Background: an optimization exercise with open tools, aiming at small area. Do not read the settings as production practice.
The RTL was checked by simulation tests, not by an equivalence proof against the original design.
Power figures rest on the tool's default switching activity, not on a simulated workload.

==> v37 <==
// pwmcore
module pwmcore (
    input  wire        clk,
    input  wire        rst,           
    input  wire        cmd_valid,
    input  wire [31:0] cmd_word,
    output reg         resp_valid,
    output wire [31:0] resp_word,
    input  wire [7:0]  ev_in,
    output wire [3:0]  pin_h,
    output wire [3:0]  pin_l,
    output wire        irq_fault,
    output wire [3:0]  irq_match,
    output wire        irq_ovf
);
    reg [15:0] period;
    reg        direction;       
    reg        mode;            
    reg [9:0]  div;
    reg        enabled;
    reg [15:0] cnt;
    reg        phase;
    reg [9:0]  q;               
    reg        eqp;             
    reg [15:0] max_duty;
    reg [15:0] active0, active1, active2, active3;
    reg [15:0] pending0, pending1, pending2, pending3;
    reg [3:0]  raw;
    reg [3:0]  e;               
    reg [7:0]  dt_low0, dt_low1, dt_low2, dt_low3;
    reg [7:0]  dt_high0, dt_high1, dt_high2, dt_high3;
    reg [7:0]  dt_cnt0, dt_cnt1, dt_cnt2, dt_cnt3;
    reg        fstate;          
    reg        forced;
    reg        restart;         
    reg        safe;
    reg [7:0]  evmask;
    reg [3:0]  match;
    reg        ovf;
    reg        faultif;
    reg        cfgerr;
    reg [7:0]  ev_prev;
    reg        r_ill, r_cfe;
    reg [15:0] r_data;
    function cmp16(input [15:0] a, input [15:0] b, input ci);
        integer i; reg c;
        begin
            c = ci;
            for (i = 0; i < 16; i = i + 1)
                c = (a[i] & ~b[i]) | (a[i] & c) | (~b[i] & c);
            cmp16 = c;
        end
    endfunction
    function cmp9(input [8:0] a, input [8:0] b, input ci);
        integer i; reg c;
        begin
            c = ci;
            for (i = 0; i < 9; i = i + 1)
                c = (a[i] & ~b[i]) | (a[i] & c) | (~b[i] & c);
            cmp9 = c;
        end
    endfunction
    function [8:0] add8(input [7:0] a, input [7:0] b);
        integer i; reg c; reg [8:0] s;
        begin
            c = 1'b0;
            for (i = 0; i < 8; i = i + 1) begin
                s[i] = a[i] ^ b[i] ^ c;
                c = (a[i] & b[i]) | (a[i] & c) | (b[i] & c);
            end
  ...
==> flow/config.mk <==
export PLATFORM = sky130hd
export DESIGN_NAME = pwmcore
export DESIGN_NICKNAME = pwmcore
export VERILOG_FILES = /design/flow/design.v
export SDC_FILE = /design/flow/constraint.sdc
export NUM_CORES = 4
export LEC_CHECK = 0
export ABC_AREA = 1
export CAP_MARGIN = 30
export CORE_MARGIN = 2
export CORE_UTILIZATION = 50
export PLACE_DENSITY = 0.65
export SLEW_MARGIN = 20
==> flow/constraint.sdc <==
create_clock -name core_clock -period 12.0 [get_ports {clk}]
set_input_delay 2.4000 -clock core_clock [delete_from_list [all_inputs] [get_ports {clk}]]
set_output_delay 2.4000 -clock core_clock [all_outputs]
set_load 0.01 [all_outputs]
standard.sh (not shown) runs the stock make flow with config.mk's settings and CLKGATE_MAP_FILE= SYNTH_SCRIPT=/design/flow/synth_recipe.tcl, a recipe that flattens the netlist after the stock synthesis.
==> flow/flow/run.sh <==
#!/bin/bash
# Own layout flow: the standard flow (standard.sh) with these changes:
#  - the ABC step of synthesis uses an area-oriented script (flow/area.abc);
#  - extra ORFS make variables from flow/make_args.txt (one per line):
#    the port buffers' cell and the clock tree options.
# Synthesis passes, registers, floorplan, PDN, placement and routing are
# otherwise the standard flow's. Each tool's log is in orfs/logs/; make's
# own output is in own_flow.log.
set -euo pipefail
W=$(pwd)
{
  echo "proc abc {args} {"
  echo "  set i [lsearch -exact \$args -script]"
  echo "  if {\$i >= 0} { lset args [expr {\$i + 1}] {$W/flow/area.abc} }"
  echo "  yosys abc {*}\$args"
  echo "}"
  cat synth_recipe.tcl
} > own_synth.tcl
grep -q "SYNTH_SCRIPT=[^ ]*synth_recipe.tcl" standard.sh
sed "s#SYNTH_SCRIPT=[^ ]*synth_recipe.tcl#SYNTH_SCRIPT=$W/own_synth.tcl#" standard.sh > own_standard.sh
extra=()
if [[ -f flow/make_args.txt ]]; then
  while IFS= read -r line; do
    [[ -n "$line" ]] && extra+=("$line")
  done < flow/make_args.txt
fi
# standard.sh passes its own arguments to make as the targets; put the
# extra variables first, then the target.
bash own_standard.sh "${extra[@]}" finish > own_flow.log 2>&1
==> flow/flow/area.abc <==
strash
dch -f
map -a
strash
dch -f
map -a
topo
stime -c
==> flow/flow/make_args.txt <==
BUFFER_PORTS_ARGS=-buffer_cell sky130_fd_sc_hd__buf_1
CTS_ARGS=-sink_clustering_enable -repair_clock_nets -dont_use_dummy_load -sink_clustering_size 16 -sink_clustering_max_diameter 60 -buf_list sky130_fd_sc_hd__clkbuf_8
GPL_KEEP_OVERFLOW=0
==> inputs of v26, as changes to v37 <==
--- a/flow/design.v
+++ b/flow/design.v
@@ -68,38 +68,38 @@
                 c = (a[i] & b[i]) | (a[i] & c) | (b[i] & c);
             end
             s[8] = c;
             add8 = s;
         end
     endfunction
-    function [7:0] dec8(input [7:0] a);
+    function [7:0] dec8(input [7:0] a, input bi);
         integer i; reg b; reg [7:0] s;
         begin
-            b = 1'b1;
+            b = bi;
             for (i = 0; i < 8; i = i + 1) begin
                 s[i] = a[i] ^ b;
                 b = b & ~a[i];
             end
             dec8 = s;
         end
     endfunction
-    function [9:0] dec10(input [9:0] a);
+    function [9:0] dec10(input [9:0] a, input bi);
         integer i; reg b; reg [9:0] s;
         begin
-            b = 1'b1;
+            b = bi;
             for (i = 0; i < 10; i = i + 1) begin
                 s[i] = a[i] ^ b;
                 b = b & ~a[i];
             end
             dec10 = s;
         end
     endfunction
-    function [15:0] step16(input [15:0] a, input up);
+    function [15:0] step16(input [15:0] a, input up, input ci);
         integer i; reg c; reg [15:0] s;
         begin
-            c = 1'b1;
+            c = ci;
             for (i = 0; i < 16; i = i + 1) begin
                 s[i] = a[i] ^ c;
                 c = c & ~(a[i] ^ up);
             end
             step16 = s;
         end
@@ -190,31 +190,33 @@
     end
     wire [15:0] flags_word = {2'b00, fstate, enabled, forced, cfgerr, faultif, ovf,
                               4'b0000, match};
     wire [15:0] rd_data = ({16{op_rd}} & duty_rd) |
                           ({16{op_flg}} & flags_word) |
                           {15'd0, op_stat & fstate};
-    wire en1 = do_start | (enabled & ~do_stop);
+    wire en1 = (cmd_valid & op_start & ~illegal & ~cfgerr) |
+               (enabled & ~(cmd_valid & op_stop & ~illegal));
     wire fire_hit = do_fire & evmask[idx[2:0]];
     wire fstate1  = fire_hit | (fstate & ~do_clr);
     wire forced1  = (fire_hit & ~fstate) | forced;
     wire [7:0] evmask1 = do_flt ? cmd_word[7:0] : evmask;
     wire [3:0] match1 = do_ack ? (match & ~cmd_word[3:0]) : match;
     wire ovf1     = ovf & ~(do_ack & cmd_word[8]);
     wire faultif1 = (fire_hit & ~fstate) | (faultif & ~(do_ack & cmd_word[9]));
     wire [3:0] wr = {4{do_wr}} & sel;
     wire tick = en1 & (q == 10'd1);
+    wire clr_dt = do_car | rst;
     wire cz  = (cnt == 16'd0);
     wire c1  = (cnt == 16'd1);
     wire up_s = mode ? (direction ? (~phase & ~eqp) : (phase | cz)) : direction;
-    wire [15:0] inc = step16(cnt, up_s);
+    wire [15:0] inc = step16(cnt, up_s, tick);    
     wire inc_eqp = (inc == period);
     wire bnd = mode ? (direction ? (~up_s & c1) : (up_s & inc_eqp))
                     : (direction ? eqp : cz);
     wire wrap = ~mode & bnd;
-    wire [15:0] cnt_t = wrap ? (direction ? 16'd0 : period) : inc;
+    wire [15:0] cnt_t = (tick & wrap) ? (direction ? 16'd0 : period) : inc;
     wire phase_t = mode & ~bnd & (direction ? ~up_s : up_s);
     wire eqp_t = wrap ? ~direction : inc_eqp;
     wire tick_b = tick & bnd;
     wire fstate2 = fstate1 & ~(tick_b & restart);
     wire forced2 = forced1 & ~(tick_b & ~fstate2);
     wire [15:0] act [0:3];
@@ -238,14 +240,15 @@
             wire enb = (inc == act[g]);
             assign e_t[g] = bnd ? (direction & pz) : enb;
             assign r_t[g] = bnd ? (direction & ~pz) :
                             (up_s ? (raw[g] & ~enb) : (raw[g] | e[g]));
             assign hit[g] = e_t[g] & ~phase_t;
             wire dz = ~|dtc_r[g];
-            assign dt_t[g] = (r_t[g] != raw[g]) ? (r_t[g] ? dhi[g] : dlo[g]) :
-                             (dz ? 8'd0 : dec8(dtc_r[g]));
+            wire ld = tick & (r_t[g] ^ raw[g]);
+            wire [7:0] hl = raw[g] ? dlo[g] : dhi[g];
+            assign dt_t[g] = clr_dt ? 8'd0 : (ld ? hl : dec8(dtc_r[g], tick & ~dz));
             assign e_c[g] = cmd_word[27] & az;
             assign r_c[g] = cmd_word[27] & ~az;
         end
     endgenerate
     wire ev_latch = (|(ev_in & ~ev_prev & evmask1)) & ~fstate2;
     always @(posedge clk) begin
@@ -256,15 +259,14 @@
     wire nr = ~rst;
     wire [15:0] wz = w & {16{nr}};
     wire [15:0] pend0_n = wr[0] ? wz : (pending0 & {16{nr}});
     wire [15:0] pend1_n = wr[1] ? wz : (pending1 & {16{nr}});
     wire [15:0] pend2_n = wr[2] ? wz : (pending2 & {16{nr}});
     wire [15:0] pend3_n = wr[3] ? wz : (pending3 & {16{nr}});
-    wire ld_cnt = do_car | tick | rst;      
-    wire clr_dt = do_car | rst;
     wire [15:0] cnt_n = (do_car ? (cmd_word[27] ? 16'd0 : w) : cnt_t) | {16{rst}};
+    wire ld_st = do_car | tick | rst;       
     always @(posedge clk) begin
         ev_prev    <= ev_in & {8{nr}};
         resp_valid <= cmd_valid & nr;
         cfgerr     <= (cfgerr | cmd_cfe) & nr;
         enabled    <= en1 & nr;
         if (do_car | rst) begin
@@ -290,25 +292,24 @@
         if (tick_b | rst) begin
             active0 <= pend0_n;
             active1 <= pend1_n;
             active2 <= pend2_n;
             active3 <= pend3_n;
         end
-        if (ld_cnt) begin
-            cnt   <= cnt_n;
+        cnt <= cnt_n;
+        dt_cnt0 <= dt_t[0];
+        dt_cnt1 <= dt_t[1];
+        dt_cnt2 <= dt_t[2];
+        dt_cnt3 <= dt_t[3];
+        q <= rst ? 10'd1 : (do_car ? cmd_word[25:16] : (tick ? div : dec10(q, en1)));
+        if (ld_st) begin
             phase <= ~do_car & phase_t & nr;
             eqp   <= rst | (do_car ? ~cmd_word[27] : eqp_t);
             raw   <= (do_car ? r_c : r_t) & {4{nr}};
             e     <= (do_car ? e_c : e_t) & {4{nr}};
-            dt_cnt0 <= dt_t[0] & {8{~clr_dt}};
-            dt_cnt1 <= dt_t[1] & {8{~clr_dt}};
-            dt_cnt2 <= dt_t[2] & {8{~clr_dt}};
-            dt_cnt3 <= dt_t[3] & {8{~clr_dt}};
         end
-        if (do_car | en1 | rst)
-            q <= rst ? 10'd1 : (do_car ? cmd_word[25:16] : (tick ? div : dec10(q)));
         match   <= (tick ? (match1 | hit) : match1) & {4{nr}};
         ovf     <= (tick_b | ovf1) & nr;
         fstate  <= (ev_latch | fstate2) & nr;
         forced  <= (ev_latch | forced2) & nr;
         faultif <= (ev_latch | faultif1) & nr;
     end
==> flow/flow/area.abc (replaced) <==
strash
&get -n
&deepsyn -T 60
&put
dch -f
map -a
strash
dch -f
map -a
topo
stime -c
==> flow/flow/make_args.txt (replaced) <==
BUFFER_PORTS_ARGS=-buffer_cell sky130_fd_sc_hd__buf_1
CTS_ARGS=-sink_clustering_enable -repair_clock_nets -dont_use_dummy_load -sink_clustering_size 16 -sink_clustering_max_diameter 60 -buf_list sky130_fd_sc_hd__clkbuf_8
==> flow/config.mk (replaced) <==
export PLATFORM = sky130hd
export DESIGN_NAME = pwmcore
export DESIGN_NICKNAME = pwmcore
export VERILOG_FILES = /design/flow/design.v
export SDC_FILE = /design/flow/constraint.sdc
export NUM_CORES = 4
export LEC_CHECK = 0
export ABC_AREA = 1
export CAP_MARGIN = 20
export CORE_MARGIN = 2
export CORE_UTILIZATION = 60
export PLACE_DENSITY = 0.7
export SLEW_MARGIN = 20
==> summary of the runs <==
Against v26, the count of clock-buffer cells in the layout of v37 is lower by 3. In v26 the register-to-register slack is higher than in v37, by 0.34 ns. Of v26 and v37, v37 has the higher final cell count (gap about 4%, measured against v37). Against v37, the hold slack of v26 is lower by 0.046 ns. Against v37, the sequential share of layout area of v26 is lower by 0.47 points. Against v37, the critical path depth of v26 is higher by 18. Clock power: v26 is larger than v37 (about 6%). Between v26 and v37, the lower clock skew is in v26 (gap 0.015 ns). Against v26, the global-route usage of v37 is lower by 6.9 points. Maximum frequency: v37 is smaller than v26 (about 3.5%).

---

==> run Z <==
Starting RTL as in the previous note.
Design pwmcore, start of the top module:
module pwmcore (
    input  wire        clk,
    input  wire        rst,           
    input  wire        cmd_valid,
    input  wire [31:0] cmd_word,
    output reg         resp_valid,
    output wire [31:0] resp_word,
    input  wire [7:0]  ev_in,
    output wire [3:0]  pin_h,
    output wire [3:0]  pin_l,
    output wire        irq_fault,
    output wire [3:0]  irq_match,
    output wire        irq_ovf
);
Settings: LEC_CHECK=0, ABC_AREA=1, CAP_MARGIN=30, CORE_MARGIN=2, CORE_UTILIZATION=50, CTS_BUF_LIST=sky130_fd_sc_hd__clkbuf_4, CTS_CLUSTER_SIZE=20, PLACE_DENSITY=0.65, SLEW_MARGIN=20; clock period 12.0 ns.
==> flow/flow/run.sh <==
#!/bin/bash
# Own layout flow: the standard flow, with one change: the ABC step of
# synthesis uses an area-oriented script (flow/area.abc) in place of ORFS's.
# Everything else (synthesis passes, registers, floorplan, PDN, placement,
# CTS, routing) is the standard flow as standard.sh runs it.
set -euo pipefail
W=$(pwd)
{
  echo "proc abc {args} {"
  echo "  set i [lsearch -exact \$args -script]"
  echo "  if {\$i >= 0} { lset args [expr {\$i + 1}] {$W/flow/area.abc} }"
  echo "  yosys abc {*}\$args"
  echo "}"
  cat synth_recipe.tcl
} > own_synth.tcl
grep -q "SYNTH_SCRIPT=[^ ]*synth_recipe.tcl" standard.sh
sed "s#SYNTH_SCRIPT=[^ ]*synth_recipe.tcl#SYNTH_SCRIPT=$W/own_synth.tcl#" standard.sh > own_standard.sh
bash own_standard.sh > own_flow.log 2>&1
==> flow/flow/area.abc <==
strash
dch -f
map -a
strash
dch -f
map -a
topo
stime -c
==> inputs of run G, as changes to run Z <==
==> flow/flow/run.sh (replaced) <==
#!/bin/bash
# Own layout flow: the standard flow (standard.sh) with these changes:
#  - the ABC step of synthesis uses an area-oriented script (flow/area.abc);
#  - extra ORFS make variables from flow/make_args.txt (one per line):
#    the port buffers' cell and the clock tree options.
# Synthesis passes, registers, floorplan, PDN, placement and routing are
# otherwise the standard flow's. Each tool's log is in orfs/logs/; make's
# own output is in own_flow.log.
set -euo pipefail
W=$(pwd)
{
  echo "proc abc {args} {"
  echo "  set i [lsearch -exact \$args -script]"
  echo "  if {\$i >= 0} { lset args [expr {\$i + 1}] {$W/flow/area.abc} }"
  echo "  yosys abc {*}\$args"
  echo "}"
  cat synth_recipe.tcl
} > own_synth.tcl
grep -q "SYNTH_SCRIPT=[^ ]*synth_recipe.tcl" standard.sh
sed "s#SYNTH_SCRIPT=[^ ]*synth_recipe.tcl#SYNTH_SCRIPT=$W/own_synth.tcl#" standard.sh > own_standard.sh
extra=()
if [[ -f flow/make_args.txt ]]; then
  while IFS= read -r line; do
    [[ -n "$line" ]] && extra+=("$line")
  done < flow/make_args.txt
fi
# standard.sh passes its own arguments to make as the targets; put the
# extra variables first, then the target.
bash own_standard.sh "${extra[@]}" finish > own_flow.log 2>&1
==> flow/flow/make_args.txt (new file) <==
BUFFER_PORTS_ARGS=-buffer_cell sky130_fd_sc_hd__buf_1
CTS_ARGS=-sink_clustering_enable -repair_clock_nets -dont_use_dummy_load -sink_clustering_size 16 -sink_clustering_max_diameter 60 -buf_list sky130_fd_sc_hd__clkbuf_8
CTS_BUF_LIST = not set   (was sky130_fd_sc_hd__clkbuf_4)
CTS_CLUSTER_SIZE = not set   (was 20)
GPL_TIMING_DRIVEN = 0   (was not set)
==> inputs of run C, as changes to run Z <==
--- a/flow/design.v
+++ b/flow/design.v
@@ -25,13 +25,13 @@
     reg [15:0] active0, active1, active2, active3;
     reg [15:0] pending0, pending1, pending2, pending3;
     reg [3:0]  raw;
     reg [3:0]  e;               
     reg [7:0]  dt_low0, dt_low1, dt_low2, dt_low3;
     reg [7:0]  dt_high0, dt_high1, dt_high2, dt_high3;
-    reg [7:0]  dt_cnt0, dt_cnt1, dt_cnt2, dt_cnt3;
+    reg [7:0]  dt_cnt0_n, dt_cnt1_n, dt_cnt2_n, dt_cnt3_n;    
     reg        fstate;          
     reg        forced;
     reg        restart;         
     reg        safe;
     reg [7:0]  evmask;
     reg [3:0]  match;
@@ -68,38 +68,38 @@
                 c = (a[i] & b[i]) | (a[i] & c) | (b[i] & c);
             end
             s[8] = c;
             add8 = s;
         end
     endfunction
-    function [7:0] dec8(input [7:0] a);
+    function [7:0] dec8(input [7:0] a, input bi);
         integer i; reg b; reg [7:0] s;
         begin
-            b = 1'b1;
+            b = bi;
             for (i = 0; i < 8; i = i + 1) begin
                 s[i] = a[i] ^ b;
                 b = b & ~a[i];
             end
             dec8 = s;
         end
     endfunction
-    function [9:0] dec10(input [9:0] a);
+    function [9:0] dec10(input [9:0] a, input bi);
         integer i; reg b; reg [9:0] s;
         begin
-            b = 1'b1;
+            b = bi;
             for (i = 0; i < 10; i = i + 1) begin
                 s[i] = a[i] ^ b;
                 b = b & ~a[i];
             end
             dec10 = s;
         end
     endfunction
-    function [15:0] step16(input [15:0] a, input up);
+    function [15:0] step16(input [15:0] a, input up, input ci);
         integer i; reg c; reg [15:0] s;
         begin
-            c = 1'b1;
+            c = ci;
             for (i = 0; i < 16; i = i + 1) begin
                 s[i] = a[i] ^ c;
                 c = c & ~(a[i] ^ up);
             end
             step16 = s;
         end
@@ -190,31 +190,33 @@
     end
     wire [15:0] flags_word = {2'b00, fstate, enabled, forced, cfgerr, faultif, ovf,
                               4'b0000, match};
     wire [15:0] rd_data = ({16{op_rd}} & duty_rd) |
                           ({16{op_flg}} & flags_word) |
                           {15'd0, op_stat & fstate};
-    wire en1 = do_start | (enabled & ~do_stop);
+    wire en1 = (cmd_valid & op_start & ~illegal & ~cfgerr) |
+               (enabled & ~(cmd_valid & op_stop & ~illegal));
     wire fire_hit = do_fire & evmask[idx[2:0]];
     wire fstate1  = fire_hit | (fstate & ~do_clr);
     wire forced1  = (fire_hit & ~fstate) | forced;
     wire [7:0] evmask1 = do_flt ? cmd_word[7:0] : evmask;
     wire [3:0] match1 = do_ack ? (match & ~cmd_word[3:0]) : match;
     wire ovf1     = ovf & ~(do_ack & cmd_word[8]);
     wire faultif1 = (fire_hit & ~fstate) | (faultif & ~(do_ack & cmd_word[9]));
     wire [3:0] wr = {4{do_wr}} & sel;
     wire tick = en1 & (q == 10'd1);
+    wire clr_dt = do_car | rst;
     wire cz  = (cnt == 16'd0);
     wire c1  = (cnt == 16'd1);
     wire up_s = mode ? (direction ? (~phase & ~eqp) : (phase | cz)) : direction;
-    wire [15:0] inc = step16(cnt, up_s);
+    wire [15:0] inc = step16(cnt, up_s, tick);    
     wire inc_eqp = (inc == period);
     wire bnd = mode ? (direction ? (~up_s & c1) : (up_s & inc_eqp))
                     : (direction ? eqp : cz);
     wire wrap = ~mode & bnd;
-    wire [15:0] cnt_t = wrap ? (direction ? 16'd0 : period) : inc;
+    wire [15:0] cnt_t = (tick & wrap) ? (direction ? 16'd0 : period) : inc;
     wire phase_t = mode & ~bnd & (direction ? ~up_s : up_s);
     wire eqp_t = wrap ? ~direction : inc_eqp;
     wire tick_b = tick & bnd;
     wire fstate2 = fstate1 & ~(tick_b & restart);
     wire forced2 = forced1 & ~(tick_b & ~fstate2);
     wire [15:0] act [0:3];
@@ -223,13 +225,13 @@
     wire [7:0]  dhi [0:3];
     wire [7:0]  dtc_r [0:3];
     assign act[0] = active0;  assign act[1] = active1;  assign act[2] = active2;  assign act[3] = active3;
     assign pen[0] = pending0; assign pen[1] = pending1; assign pen[2] = pending2; assign pen[3] = pending3;
     assign dlo[0] = dt_low0;  assign dlo[1] = dt_low1;  assign dlo[2] = dt_low2;  assign dlo[3] = dt_low3;
     assign dhi[0] = dt_high0; assign dhi[1] = dt_high1; assign dhi[2] = dt_high2; assign dhi[3] = dt_high3;
-    assign dtc_r[0] = dt_cnt0; assign dtc_r[1] = dt_cnt1; assign dtc_r[2] = dt_cnt2; assign dtc_r[3] = dt_cnt3;
+    assign dtc_r[0] = ~dt_cnt0_n; assign dtc_r[1] = ~dt_cnt1_n; assign dtc_r[2] = ~dt_cnt2_n; assign dtc_r[3] = ~dt_cnt3_n;
     wire [3:0] e_t, r_t, hit;
     wire [7:0] dt_t [0:3];
     wire [3:0] e_c, r_c;
     genvar g;
     generate
         for (g = 0; g < 4; g = g + 1) begin : g_ch
@@ -238,14 +240,15 @@
             wire enb = (inc == act[g]);
             assign e_t[g] = bnd ? (direction & pz) : enb;
             assign r_t[g] = bnd ? (direction & ~pz) :
                             (up_s ? (raw[g] & ~enb) : (raw[g] | e[g]));
             assign hit[g] = e_t[g] & ~phase_t;
             wire dz = ~|dtc_r[g];
-            assign dt_t[g] = (r_t[g] != raw[g]) ? (r_t[g] ? dhi[g] : dlo[g]) :
-                             (dz ? 8'd0 : dec8(dtc_r[g]));
+            wire ld = tick & (r_t[g] ^ raw[g]);
+            wire [7:0] hl = raw[g] ? dlo[g] : dhi[g];
+            assign dt_t[g] = clr_dt ? 8'd0 : (ld ? hl : dec8(dtc_r[g], tick & ~dz));
             assign e_c[g] = cmd_word[27] & az;
             assign r_c[g] = cmd_word[27] & ~az;
         end
     endgenerate
     wire ev_latch = (|(ev_in & ~ev_prev & evmask1)) & ~fstate2;
     always @(posedge clk) begin
@@ -256,15 +259,14 @@
     wire nr = ~rst;
     wire [15:0] wz = w & {16{nr}};
     wire [15:0] pend0_n = wr[0] ? wz : (pending0 & {16{nr}});
     wire [15:0] pend1_n = wr[1] ? wz : (pending1 & {16{nr}});
     wire [15:0] pend2_n = wr[2] ? wz : (pending2 & {16{nr}});
     wire [15:0] pend3_n = wr[3] ? wz : (pending3 & {16{nr}});
-    wire ld_cnt = do_car | tick | rst;      
-    wire clr_dt = do_car | rst;
     wire [15:0] cnt_n = (do_car ? (cmd_word[27] ? 16'd0 : w) : cnt_t) | {16{rst}};
+    wire ld_st = do_car | tick | rst;       
     always @(posedge clk) begin
         ev_prev    <= ev_in & {8{nr}};
         resp_valid <= cmd_valid & nr;
         cfgerr     <= (cfgerr | cmd_cfe) & nr;
         enabled    <= en1 & nr;
         if (do_car | rst) begin
@@ -290,33 +292,32 @@
         if (tick_b | rst) begin
             active0 <= pend0_n;
             active1 <= pend1_n;
             active2 <= pend2_n;
             active3 <= pend3_n;
         end
-        if (ld_cnt) begin
-            cnt   <= cnt_n;
+        cnt <= cnt_n;
+        dt_cnt0_n <= ~dt_t[0];
+        dt_cnt1_n <= ~dt_t[1];
+        dt_cnt2_n <= ~dt_t[2];
+        dt_cnt3_n <= ~dt_t[3];
+        q <= rst ? 10'd1 : (do_car ? cmd_word[25:16] : (tick ? div : dec10(q, en1)));
+        if (ld_st) begin
             phase <= ~do_car & phase_t & nr;
             eqp   <= rst | (do_car ? ~cmd_word[27] : eqp_t);
             raw   <= (do_car ? r_c : r_t) & {4{nr}};
             e     <= (do_car ? e_c : e_t) & {4{nr}};
-            dt_cnt0 <= dt_t[0] & {8{~clr_dt}};
-            dt_cnt1 <= dt_t[1] & {8{~clr_dt}};
-            dt_cnt2 <= dt_t[2] & {8{~clr_dt}};
-            dt_cnt3 <= dt_t[3] & {8{~clr_dt}};
         end
-        if (do_car | en1 | rst)
-            q <= rst ? 10'd1 : (do_car ? cmd_word[25:16] : (tick ? div : dec10(q)));
         match   <= (tick ? (match1 | hit) : match1) & {4{nr}};
         ovf     <= (tick_b | ovf1) & nr;
         fstate  <= (ev_latch | fstate2) & nr;
         forced  <= (ev_latch | forced2) & nr;
         faultif <= (ev_latch | faultif1) & nr;
     end
     assign resp_word = {r_ill | r_cfe, 1'b0, r_ill, r_cfe, 12'd0, r_data};
-    wire [3:0] dtz = {~|dt_cnt3, ~|dt_cnt2, ~|dt_cnt1, ~|dt_cnt0};
+    wire [3:0] dtz = {&dt_cnt3_n, &dt_cnt2_n, &dt_cnt1_n, &dt_cnt0_n};
     assign pin_h = forced ? {4{safe}} : ({4{enabled}} &  raw & dtz);
     assign pin_l = forced ? {4{safe}} : ({4{enabled}} & ~raw & dtz);
     assign irq_fault = faultif;
     assign irq_match = match;
     assign irq_ovf   = ovf;
 endmodule
==> flow/flow/run.sh (replaced) <==
#!/bin/bash
# Own layout flow: the standard flow (standard.sh) with these changes:
#  - the ABC step of synthesis uses an area-oriented script (flow/area.abc);
#  - extra ORFS make variables from flow/make_args.txt (one per line):
#    the port buffers' cell and the clock tree options.
# Synthesis passes, registers, floorplan, PDN, placement and routing are
# otherwise the standard flow's. Each tool's log is in orfs/logs/; make's
# own output is in own_flow.log.
set -euo pipefail
W=$(pwd)
{
  echo "proc abc {args} {"
  echo "  set i [lsearch -exact \$args -script]"
  echo "  if {\$i >= 0} { lset args [expr {\$i + 1}] {$W/flow/area.abc} }"
  echo "  yosys abc {*}\$args"
  echo "}"
  cat synth_recipe.tcl
} > own_synth.tcl
grep -q "SYNTH_SCRIPT=[^ ]*synth_recipe.tcl" standard.sh
sed "s#SYNTH_SCRIPT=[^ ]*synth_recipe.tcl#SYNTH_SCRIPT=$W/own_synth.tcl#" standard.sh > own_standard.sh
extra=()
if [[ -f flow/make_args.txt ]]; then
  while IFS= read -r line; do
    [[ -n "$line" ]] && extra+=("$line")
  done < flow/make_args.txt
fi
# standard.sh passes its own arguments to make as the targets; put the
# extra variables first, then the target.
bash own_standard.sh "${extra[@]}" finish > own_flow.log 2>&1
==> flow/flow/area.abc (replaced) <==
strash
&get -n
&deepsyn -T 60
&put
dch -f
map -a
strash
dch -f
map -a
topo
stime -c
==> flow/flow/make_args.txt (new file) <==
BUFFER_PORTS_ARGS=-buffer_cell sky130_fd_sc_hd__buf_1
CTS_ARGS=-sink_clustering_enable -repair_clock_nets -dont_use_dummy_load -sink_clustering_size 16 -sink_clustering_max_diameter 60 -buf_list sky130_fd_sc_hd__clkbuf_8
CORE_UTILIZATION = 60   (was 50)
CTS_BUF_LIST = not set   (was sky130_fd_sc_hd__clkbuf_4)
CTS_CLUSTER_SIZE = not set   (was 20)
PLACE_DENSITY = 0.7   (was 0.65)
==> out/metrics.cfg <==
[outcome]
status = no timing/DRC/antenna violations

[detailed_routing]
routedWlPerCell_um = 26.48

[timing]
fmax_ghz = 0.08671

[min_path]
min_from = pending1[0]

[grt]
grt_antenna_before_repair = 4
met1_usage_pct = 51.20

[layout]
nNetsFinal = 2271

[power_and_ir_drop]
swShare_pct = 30.83

-- figures above: run G

==> out/metrics.cfg <==
[detailed_routing]
routedWlPerCell_um = 28.69

[timing]
fmax_ghz = 0.09172

[grt]
met1_usage_pct = 64.63
grt_antenna_before_repair = 2

[min_path]
min_from = dt_high1[0]

[layout]
nNetsFinal = 2232

[power_and_ir_drop]
swShare_pct = 29.43

[outcome]
status = no timing/DRC/antenna violations

-- figures above: run C

==> out/metrics.cfg <==
[outcome]
status = no timing/DRC/antenna violations

[detailed_routing]
routedWlPerCell_um = 27.36

[power_and_ir_drop]
swShare_pct = 30.76

[timing]
fmax_ghz = 0.1021

[min_path]
min_from = pending1[14]

[grt]
grt_antenna_before_repair = 4

-- figures above: run Z

## separate check: timing with driven ports
Ports are ideal in the flow. The routed layouts listed here were re-timed in OpenROAD.
Step 1: set_driving_cell puts a clkbuf_16 on clk and a buf_2 on each other input, an assumption about the parent block.
Step 2 also shifts input and output timing later by t, the mid clock arrival at the registers, as if the neighbouring blocks saw the same clock.
Three values: no drivers, after step 1, after step 2; two values: the first two.
| run | shift t [ns] | setup slack, ns | clock arrival spread, ns | worst data-port slew with drivers (ns) |
|---|---|---|---|---|
| v37 | 0.702 | 0.519 / 0.539 / -0.162 | 0.079 / 0.079 | 0.08 |
| v26 | 0.603 | 0.918 / 0.944 / 0.341 | 0.064 / 0.064 | 0.06 |
| run Z | 0.883 | 2.205 / 2.205 / 1.521 | 0.063 / 0.064 | 0.04 |
| run G | 0.683 | 0.467 / 0.486 / -0.197 | 0.095 / 0.094 | 0.09 |
| run C | 0.672 | 1.097 / 1.118 / 0.446 | 0.087 / 0.086 | 0.06 |
Met with ideal ports but missed after step 2: setup timing in v37 and run G. The setup slack of run Z, which loses most, moves by 0.000 ns with the drivers and by -0.684 ns with both steps.
